Background: an optimization exercise with open tools, aiming at small area. Do not read the settings as production practice.
At most, simulation tests tie the RTL to the original design; equivalence was not proved.
Power is estimated from default activity; no workload was simulated.

==> run F: inputs <==
// p1load_sync
module p1load_sync (
    input  wire        clk,
    input  wire        rst,
    input  wire        cmd_valid,
    output wire        cmd_ready,
    input  wire [71:0] cmd_data,
    output wire        rsp_valid,
    output wire [2:0]  rsp_status,
    output reg  [31:0] rsp_data,
    output wire        trst_req,
    input  wire        trst_ack,
    output wire        tx_valid,
    input  wire        tx_ready,
    output wire [7:0]  tx_data,
    output wire        tx_last,
    output wire        rx_req,
    output wire [3:0]  rx_max,
    output wire [31:0] rx_timeout,
    input  wire        rx_valid,
    input  wire [7:0]  rx_data,
    input  wire        rx_last,
    input  wire        rx_empty,
    output wire        prog_valid,
    output wire [2:0]  prog_phase,
    output wire [31:0] prog_offset,
    output wire [31:0] prog_total,
    output wire [12:0] img_addr,
    input  wire [31:0] img_data,
    input  wire [31:0] img_len
);
Settings: LEC_CHECK=0, CAP_MARGIN=20, CORE_MARGIN=2, CORE_UTILIZATION=55, SLEW_MARGIN=20; clock period 8.0 ns.
standard.sh (not shown) runs the stock make flow with config.mk's settings and CLKGATE_MAP_FILE= SYNTH_SCRIPT=/design/flow/synth_recipe.tcl, a recipe that flattens the netlist after the stock synthesis.
==> flow/flow/run.sh <==
#!/bin/bash
# Layout flow: the standard ORFS flow (standard.sh), with small port
# buffers, a clock tree of small buffers without dummy loads.
set -euo pipefail
bash standard.sh synth > synth.log 2>&1
bash standard.sh finish \
  "BUFFER_PORTS_ARGS=-buffer_cell sky130_fd_sc_hd__buf_1" \
  "CTS_ARGS=-sink_clustering_enable -repair_clock_nets -dont_use_dummy_load -buf_list sky130_fd_sc_hd__clkbuf_4" \
  > finish.log 2>&1
==> run Y (differences from run F) <==
--- a/flow/design.v
+++ b/flow/design.v
@@ -39,39 +39,39 @@
                      OP_WAIT_FOR_ACK = 8'h0A, OP_LOAD_IMAGE = 8'h0B,
                      OP_SHUTDOWN = 8'h0C;
     localparam [2:0] O_NONE = 3'd0, O_RR = 3'd1, O_STEP = 3'd2, O_RB = 3'd3,
                      O_HS = 3'd4, O_WA = 3'd5, O_LI = 3'd6, O_SD = 3'd7;
     localparam [4:0]
-        T_IDLE = 5'b00000,
-        T_RESP = 5'b00001,
-        T_HST  = 5'b00010,   
-        T_HSR  = 5'b00011,   
-        T_LT   = 5'b00100,   
-        T_WAR  = 5'b00101,   
-        T_RXA  = 5'b00110,   
-        T_RXQ  = 5'b00111,   
-        T_FLC  = 5'b01000,   
-        T_SDF  = 5'b01001,   
-        T_WAF  = 5'b01010,   
-        T_HSF  = 5'b01011,   
-        T_LF   = 5'b01100,   
-        T_RB   = 5'b01101,   
-        T_AB   = 5'b10000,   
-        T_AW   = 5'b10001,   
-        T_WAA  = 5'b10010,   
-        T_HSB  = 5'b10011,   
-        T_AS1  = 5'b10100,   
-        T_AS2  = 5'b10101,
-        T_AS3  = 5'b10110,
-        T_WAW  = 5'b11000,   
-        T_WKW  = 5'b11001,
-        T_LKW  = 5'b11010,
-        T_LIW  = 5'b11011,
-        T_WAP  = 5'b11100,   
-        T_WAK  = 5'b11101,   
-        T_LKP  = 5'b11110,   
-        T_LIP  = 5'b11111;   
+        T_IDLE = 5'd0,
+        T_RESP = 5'd1,
+        T_AB   = 5'd2,    
+        T_AW   = 5'd3,    
+        T_AS1  = 5'd4,    
+        T_AS2  = 5'd5,
+        T_AS3  = 5'd6,
+        T_FLC  = 5'd7,    
+        T_SDF  = 5'd8,    
+        T_RB   = 5'd9,    
+        T_RXQ  = 5'd10,   
+        T_RXA  = 5'd11,   
+        T_WAW  = 5'd12,   
+        T_WAP  = 5'd13,   
+        T_WKW  = 5'd14,   
+        T_WAK  = 5'd15,   
+        T_WAA  = 5'd16,   
+        T_WAF  = 5'd17,   
+        T_WAR  = 5'd18,   
+        T_HST  = 5'd19,   
+        T_HSB  = 5'd20,   
+        T_HSF  = 5'd21,   
+        T_HSR  = 5'd22,   
+        T_LKW  = 5'd23,   
+        T_LKP  = 5'd24,   
+        T_LT   = 5'd25,   
+        T_LIW  = 5'd26,   
+        T_LIP  = 5'd27,   
+        T_LF   = 5'd28;   
     reg [7:0]  lfsr;
     reg [7:0]  version;
     reg [4:0]  txcur;
     reg [3:0]  rxcur;
     reg [3:0]  rxlen;
@@ -130,23 +130,24 @@
     wire load_bad = (a1[1:0] != 2'd0) || (a1[31:16] != 16'd0) ||
                     (a1[15] && a1[14:2] != 13'd0) ||
                     ((img_len[31:16] == 16'd0) && (a1[15:2] > img_len[15:2]));
     wire full    = txcur[4];
     wire slot    = (tc[3:0] == txcur[3:0]);
-    wire app_st  = (st[4:2] == 3'b100);
-    wire fl_st   = (st[4:3] == 2'b01) && !(st[2] && st[0]);
+    wire app_st  = (st == T_AB) || (st == T_AW) || (st == T_WAA) || (st == T_HSB);
+    wire fl_st   = (st == T_FLC) || (st == T_SDF) || (st == T_WAF) ||
+                   (st == T_HSF) || (st == T_LF);
     wire flushing = (fl_st && txcur != 5'd0) || (app_st && full);
     wire inj     = app_st && !full && slot;
     wire fl_done = tv && tx_ready && tx_last;
     wire last   = (aw_i == 4'd10);
     wire hs_pat = (li != 14'd0) && (li <= 14'd250);
     reg [7:0] ibyte;
     always @(*) begin
-        case (st[1:0])
-            2'd0:    ibyte = A[7:0];
-            2'd1:    ibyte = {1'b1, last | A[2], last, 1'b1, A[1], 1'b0, 1'b1, A[0]};
-            2'd3:    ibyte = hs_pat ? {7'h7F, lfsr[0]} : 8'hF9;
+        case (st)
+            T_AB:    ibyte = A[7:0];
+            T_AW:    ibyte = {1'b1, last | A[2], last, 1'b1, A[1], 1'b0, 1'b1, A[0]};
+            T_HSB:   ibyte = hs_pat ? {7'h7F, lfsr[0]} : 8'hF9;
             default: ibyte = 8'hF9;
         endcase
     end
     integer k;
     always @(posedge clk) begin
@@ -171,25 +172,26 @@
         end
     end
     assign tx_valid = tv;
     assign tx_data  = th;
     assign tx_last  = (fl_idx == txcur[3:0] - 4'd1);
-    wire sh = st[4] && st[2];
+    wire sh = (st == T_AS1) || (st == T_AS2) || (st == T_AS3) || (st == T_WAP) ||
+              (st == T_WAK) || (st == T_LKP) || (st == T_LIP);
     reg kbit;
     always @(*) begin
         case (ph)
             3'd4:    kbit = (tc == 5'd4) || (tc == 5'd7) || (tc == 5'd8);   
             3'd5:    kbit = (tc == 5'd3) || (tc == 5'd6) || (tc == 5'd7);   
             default: kbit = (tc == 5'd4) || (tc == 5'd6);                   
         endcase
     end
     reg sin;
     always @(*) begin
-        case (st[1:0])
-            2'd1:    sin = kbit;
-            2'd2:    sin = (tc < 5'd14) ? sz[tc[3:0]] : 1'b0;
-            2'd3:    sin = img_data[tc];
+        case (st)
+            T_WAK:   sin = kbit;
+            T_LKP:   sin = (tc < 5'd14) ? sz[tc[3:0]] : 1'b0;
+            T_LIP:   sin = img_data[tc];
             default: sin = A[0] ^ bw;
         endcase
     end
     wire accept = (st == T_IDLE) && cmd_valid;
     always @(posedge clk) begin
@@ -216,11 +218,11 @@
     assign rx_max     = (st == T_WAR) ? 4'd1 : 4'd8;
     assign rx_timeout = (st == T_WAR) ? 32'd25 :
                         (op == O_HS)  ? ((ph == 3'd1) ? 32'd100 : 32'd50) : A;
     assign prog_valid  = pv;
     assign prog_phase  = ph;
-    assign prog_offset = {17'd0, li[12:0], 2'd0};
+    assign prog_offset = {16'd0, li, 2'd0};
     assign prog_total  = {16'd0, sz, 2'd0};
     assign img_addr    = li[12:0];
     always @(*) begin
         rsp_data = 32'd0;
         case (op)
@@ -400,21 +402,22 @@
                         st    <= T_RB;
                     end else begin
                         rxcur <= rxcur + 4'd1;
                     end
                 end
-                T_WAW, T_WKW, T_LKW, T_LIW: begin
+                T_WAW: begin
                     nz <= 1'b0;
                     if (tc == 5'd31)
-                        st <= {3'b111, st[1:0]};
+                        st <= T_WAP;
                 end
                 T_WAP: begin
                     nz <= nz | sin;
                     bw <= bw & ~A[0];
                     if (tc == 5'd31 && (nz | sin))
                         st <= T_WAA;
                 end
+                T_WKW: if (tc == 5'd31) st <= T_WAK;
                 T_WAK: if (tc == 5'd31) st <= T_WAA;
                 T_WAA: if (inj) st <= T_WAF;
                 T_WAF: if (txcur == 5'd0) st <= T_WAR;
                 T_WAR: begin
                     if (rx_valid && rx_empty) begin
@@ -459,21 +462,24 @@
                         st   <= T_RESP;
                     end else begin
                         st <= T_RB;
                     end
                 end
-                T_LKP, T_LIP: if (tc == 5'd31) st <= T_AW;
+                T_LKW: if (tc == 5'd31) st <= T_LKP;
+                T_LKP: if (tc == 5'd31) st <= T_AW;
                 T_LT: begin
                     if (li == sz) begin
                         li <= 14'd0;
                         st <= T_LF;
                     end else begin
                         if (li[7:0] == 8'd0)
                             pv <= 1'b1;
                         st <= T_LIW;
                     end
                 end
+                T_LIW: if (tc == 5'd31) st <= T_LIP;
+                T_LIP: if (tc == 5'd31) st <= T_AW;
                 T_LF:  if (txcur == 5'd0) st <= T_WKW;
                 default: st <= T_IDLE;
             endcase
             if (rb_fin) begin
                 if (op == O_RB) begin
==> flow/run.sh (new file) <==
#!/bin/bash
# synth_recipe.tcl (not shown) runs the flow's synth.tcl, then flattens the netlist and writes it again
# the make line also repeats each setting of config.mk as NAME=value (left out here)
make -C /OpenROAD-flow-scripts/flow DESIGN_CONFIG=/design/flow/config.mk WORK_HOME=/design/flow/orfs CLKGATE_MAP_FILE= SYNTH_SCRIPT=/design/flow/synth_recipe.tcl finish
Settings changed: CORE_UTILIZATION 55 to 65, CTS_BUF_LIST from default to sky130_fd_sc_hd__clkbuf_4, PLACE_DENSITY from default to 0.75.
removed: flow/flow/run.sh
removed: flow/standard.sh
==> run M (differences from run F) <==
--- a/flow/design.v
+++ b/flow/design.v
@@ -36,12 +36,12 @@
                      OP_LFSR_STEP = 8'h04, OP_APPEND_BYTE = 8'h05,
                      OP_APPEND_WORD = 8'h06, OP_FLUSH = 8'h07,
                      OP_RECEIVE_BIT = 8'h08, OP_HANDSHAKE = 8'h09,
                      OP_WAIT_FOR_ACK = 8'h0A, OP_LOAD_IMAGE = 8'h0B,
                      OP_SHUTDOWN = 8'h0C;
-    localparam [2:0] O_NONE = 3'd0, O_RR = 3'd1, O_STEP = 3'd2, O_RB = 3'd3,
-                     O_HS = 3'd4, O_WA = 3'd5, O_LI = 3'd6, O_SD = 3'd7;
+    localparam [2:0] O_NONE = 3'd0, O_WA = 3'd1, O_RR = 3'd2, O_HS = 3'd3,
+                     O_STEP = 3'd4, O_RB = 3'd5, O_LI = 3'd6, O_SD = 3'd7;
     localparam [4:0]
         T_IDLE = 5'b00000,
         T_RESP = 5'b00001,
         T_HST  = 5'b00010,   
         T_HSR  = 5'b00011,   
@@ -53,10 +53,12 @@
         T_SDF  = 5'b01001,   
         T_WAF  = 5'b01010,   
         T_HSF  = 5'b01011,   
         T_LF   = 5'b01100,   
         T_RB   = 5'b01101,   
+        T_LCW  = 5'b01110,   
+        T_LCP  = 5'b01111,   
         T_AB   = 5'b10000,   
         T_AW   = 5'b10001,   
         T_WAA  = 5'b10010,   
         T_HSB  = 5'b10011,   
         T_AS1  = 5'b10100,   
@@ -126,21 +128,21 @@
         endcase
     end
     wire illegal = (opc == 8'd0) || (opc > OP_SHUTDOWN) || mbz_bad ||
                    (opc == OP_READ_REG && a0[7:0] > 8'd8);
     wire load_bad = (a1[1:0] != 2'd0) || (a1[31:16] != 16'd0) ||
-                    (a1[15] && a1[14:2] != 13'd0) ||
-                    ((img_len[31:16] == 16'd0) && (a1[15:2] > img_len[15:2]));
+                    (a1[15] && a1[14:2] != 13'd0);
+    wire len_hi   = (img_len[31:16] != 16'd0);
     wire full    = txcur[4];
     wire slot    = (tc[3:0] == txcur[3:0]);
     wire app_st  = (st[4:2] == 3'b100);
-    wire fl_st   = (st[4:3] == 2'b01) && !(st[2] && st[0]);
+    wire fl_st   = (st[4:3] == 2'b01) && (!st[2] || st[1:0] == 2'b00);
     wire flushing = (fl_st && txcur != 5'd0) || (app_st && full);
     wire inj     = app_st && !full && slot;
     wire fl_done = tv && tx_ready && tx_last;
     wire last   = (aw_i == 4'd10);
-    wire hs_pat = (li != 14'd0) && (li <= 14'd250);
+    wire hs_pat = (li[8:0] != 9'd0) && !li[8] && (li[7:0] <= 8'd250);
     reg [7:0] ibyte;
     always @(*) begin
         case (st[1:0])
             2'd0:    ibyte = A[7:0];
             2'd1:    ibyte = {1'b1, last | A[2], last, 1'b1, A[1], 1'b0, 1'b1, A[0]};
@@ -184,19 +186,19 @@
     end
     reg sin;
     always @(*) begin
         case (st[1:0])
             2'd1:    sin = kbit;
-            2'd2:    sin = (tc < 5'd14) ? sz[tc[3:0]] : 1'b0;
+            2'd2:    sin = (tc < 5'd14) ? szb : 1'b0;
             2'd3:    sin = img_data[tc];
             default: sin = A[0] ^ bw;
         endcase
     end
     wire accept = (st == T_IDLE) && cmd_valid;
     always @(posedge clk) begin
         if (accept)
-            A <= a0;
+            A <= {a0[31:2], a0[1] | (opc == OP_HANDSHAKE), a0[0]};   
         else if (sh)
             A <= {sin, A[31:1]};
     end
     wire rb_take = (st == T_RB) && (rxcur != rxlen);
     wire rx_beat = (st == T_RXQ) && rx_valid && !rx_empty;
@@ -209,10 +211,12 @@
         end
     end
     assign cmd_ready  = (st == T_IDLE);
     assign rsp_valid  = (st == T_RESP);
     assign rsp_status = (op == O_RR) ? S_OK : ls;
+    wire   szb = sz[tc[3:0]];
+    wire   lnb = img_len[tc[3:0] + 5'd2];
     assign trst_req   = (st == T_HST);
     assign rx_req     = (st == T_RXQ) || (st == T_WAR);
     assign rx_max     = (st == T_WAR) ? 4'd1 : 4'd8;
     assign rx_timeout = (st == T_WAR) ? 32'd25 :
                         (op == O_HS)  ? ((ph == 3'd1) ? 32'd100 : 32'd50) : A;
@@ -221,29 +225,25 @@
     assign prog_offset = {17'd0, li[12:0], 2'd0};
     assign prog_total  = {16'd0, sz, 2'd0};
     assign img_addr    = li[12:0];
     always @(*) begin
         rsp_data = 32'd0;
-        case (op)
-            O_RR: begin
-                case (A[3:0])
-                    4'd0: rsp_data = {23'd0, hs[1], ~hs[1] & hs[0], ~hs[1] & hs[0], hs[0], ls, sess};
-                    4'd1: rsp_data = {24'd0, lfsr};
-                    4'd2: rsp_data = {24'd0, version};
-                    4'd3: rsp_data = {27'd0, txcur};
-                    4'd4: rsp_data = {28'd0, rxcur};
-                    4'd5: rsp_data = {28'd0, rxlen};
-                    4'd6: rsp_data = 32'd16;
-                    4'd7: rsp_data = 32'd8;
-                    default: rsp_data = 32'd32768;
-                endcase
-            end
-            O_STEP: rsp_data = {31'd0, lfsr[1]};
-            O_RB:   rsp_data = {31'd0, dbit};
-            O_HS:   rsp_data = {24'd0, version};
-            default: rsp_data = 32'd0;
-        endcase
+        if (op[2:1] == 2'b01) begin
+            case (A[3:0])
+                4'd0: rsp_data = {23'd0, hs[1], ~hs[1] & hs[0], ~hs[1] & hs[0], hs[0], ls, sess};
+                4'd1: rsp_data = {24'd0, lfsr};
+                4'd2: rsp_data = {24'd0, version};
+                4'd3: rsp_data = {27'd0, txcur};
+                4'd4: rsp_data = {28'd0, rxcur};
+                4'd5: rsp_data = {28'd0, rxlen};
+                4'd6: rsp_data = 32'd16;
+                4'd7: rsp_data = 32'd8;
+                default: rsp_data = 32'd32768;
+            endcase
+        end else if (op[2:1] == 2'b10) begin
+            rsp_data = {31'd0, dbit};
+        end
     end
     wire rb_hit   = rb_take && win[0][1];
     wire rb_tmo   = (st == T_RXQ) && rx_valid && rx_empty;
     wire rb_fin   = rb_hit || rb_tmo;
     wire rb_bit   = rb_hit && win[0][0];
@@ -298,10 +298,11 @@
                             case (opc)
                                 OP_READ_REG:     op <= O_RR;
                                 OP_LFSR_SEED:    lfsr <= a0[7:0];
                                 OP_LFSR_STEP: begin
                                     lfsr <= lfsr_next;
+                                    dbit <= lfsr[0];
                                     op   <= O_STEP;
                                 end
                                 OP_APPEND_BYTE:  st <= T_AB;
                                 OP_APPEND_WORD:  st <= T_AW;
                                 OP_FLUSH:        st <= T_FLC;
@@ -320,11 +321,11 @@
                                     st <= T_WAW;
                                 end
                                 OP_LOAD_IMAGE: begin
                                     op <= O_LI;
                                     ph <= 3'd0;
-                                    st <= T_AW;
+                                    st <= T_LCW;
                                 end
                                 OP_SHUTDOWN: begin
                                     op <= O_SD;
                                     st <= T_AW;
                                 end
@@ -431,11 +432,11 @@
                 T_HSB: begin
                     if (inj) begin
                         if (hs_pat)
                             lfsr <= lfsr_next;
                         li <= li + 14'd1;
-                        if (li == 14'd508)
+                        if (li[8:2] == 7'h7F)    
                             st <= T_HSF;
                     end
                 end
                 T_HSF: begin
                     if (txcur == 5'd0) begin
@@ -444,15 +445,15 @@
                         li <= 14'd0;
                         st <= T_HSR;
                     end
                 end
                 T_HSR: begin
-                    if (ph == 3'd1 && li == 14'd250) begin
+                    if (ph == 3'd1 && li[7:3] == 5'h1F && li[1]) begin    
                         ph <= 3'd2;
                         pv <= 1'b1;
                         li <= 14'd0;
-                    end else if (ph == 3'd2 && li == 14'd8) begin
+                    end else if (ph == 3'd2 && li[3]) begin    
                         ph   <= 3'd3;
                         pv   <= 1'b1;
                         li   <= 14'd0;
                         hs   <= 2'd1;
                         sess <= SESS_LINKED;
@@ -460,10 +461,26 @@
                     end else begin
                         st <= T_RB;
                     end
                 end
                 T_LKP, T_LIP: if (tc == 5'd31) st <= T_AW;
+                T_LCW: begin
+                    nz <= 1'b0;
+                    if (tc == 5'd31)
+                        st <= T_LCP;
+                end
+                T_LCP: begin
+                    nz <= szb ? (!lnb || nz) : (!lnb && nz);
+                    if (tc[3:0] == 4'd14) begin
+                        if (nz && !len_hi) begin
+                            ls <= S_PRECOND;
+                            st <= T_RESP;
+                        end else begin
+                            st <= T_AW;
+                        end
+                    end
+                end
                 T_LT: begin
                     if (li == sz) begin
                         li <= 14'd0;
                         st <= T_LF;
                     end else begin
==> flow/flow/run.sh (replaced) <==
#!/bin/bash
# Layout flow: the standard ORFS flow (standard.sh) with
# - synthesis as standard.sh runs it, but with an area-oriented ABC script
#   (flow/abc_area.script) in place of ORFS's delay-oriented one; registers
#   are mapped exactly as in the standard synthesis;
# - small port buffers (buf_1);
# - a clock tree of small clock buffers without dummy loads.
# Each tool's output goes to a log file in this folder.
set -euo pipefail
here=$(pwd)
rm -rf scripts_area
cp -r "$FLOW_HOME/scripts" scripts_area
cp flow/abc_area.script scripts_area/abc_speed.script
bash standard.sh synth "SCRIPTS_DIR=$here/scripts_area" > synth.log 2>&1
bash standard.sh finish \
  "BUFFER_PORTS_ARGS=-buffer_cell sky130_fd_sc_hd__buf_1" \
  "CTS_ARGS=-sink_clustering_enable -repair_clock_nets -dont_use_dummy_load -buf_list sky130_fd_sc_hd__clkbuf_4" \
  > finish.log 2>&1
==> flow/flow/abc_area.script (new file) <==
strash
dch -f
map -a
mfs2
strash
dch -f
map -a
mfs2
strash
dch -f
map -a
topo
==> notes <==
Sequential power, lowest first: run F, run M, run Y. Setup slack: run F < run M < run Y. Register-to-register slack, highest first: run F, run Y, run M. Power: run Y > run M > run F.
Function not checked in run F: the RTL went through the layout flow alone.

-- what the ideal ports hide --
No port has a modelled driver above. Below, the same layouts with a new extraction and two added sets of constraints.
Step 1 assumes that a clkbuf_16 drives the clock port and a buf_2 every other input.
Step 2, shift: input delay + t, output delay - t, t = (earliest + latest rising clock arrival at the registers) / 2. This alone moves slack from input paths to output paths.
Three values: no drivers, after step 1, after step 2; two values: the first two.
| run | t, ns | setup WS [ns] | slew at the worst register clock pin (ns) |
|---|---|---|---|
| run F | 0.715 | 2.694 / 2.648 / 3.032 | 0.07 / 0.07 |
| run Y | 0.746 | 3.059 / 3.025 / 2.308 | 0.09 / 0.09 |
| run M | 0.691 | 2.729 / 2.729 / 2.305 | 0.07 / 0.07 |
After both steps setup and hold are still met in every run listed. For run Y, which loses most, drivers alone change the setup slack by -0.034 ns; drivers and shift together by -0.751 ns.
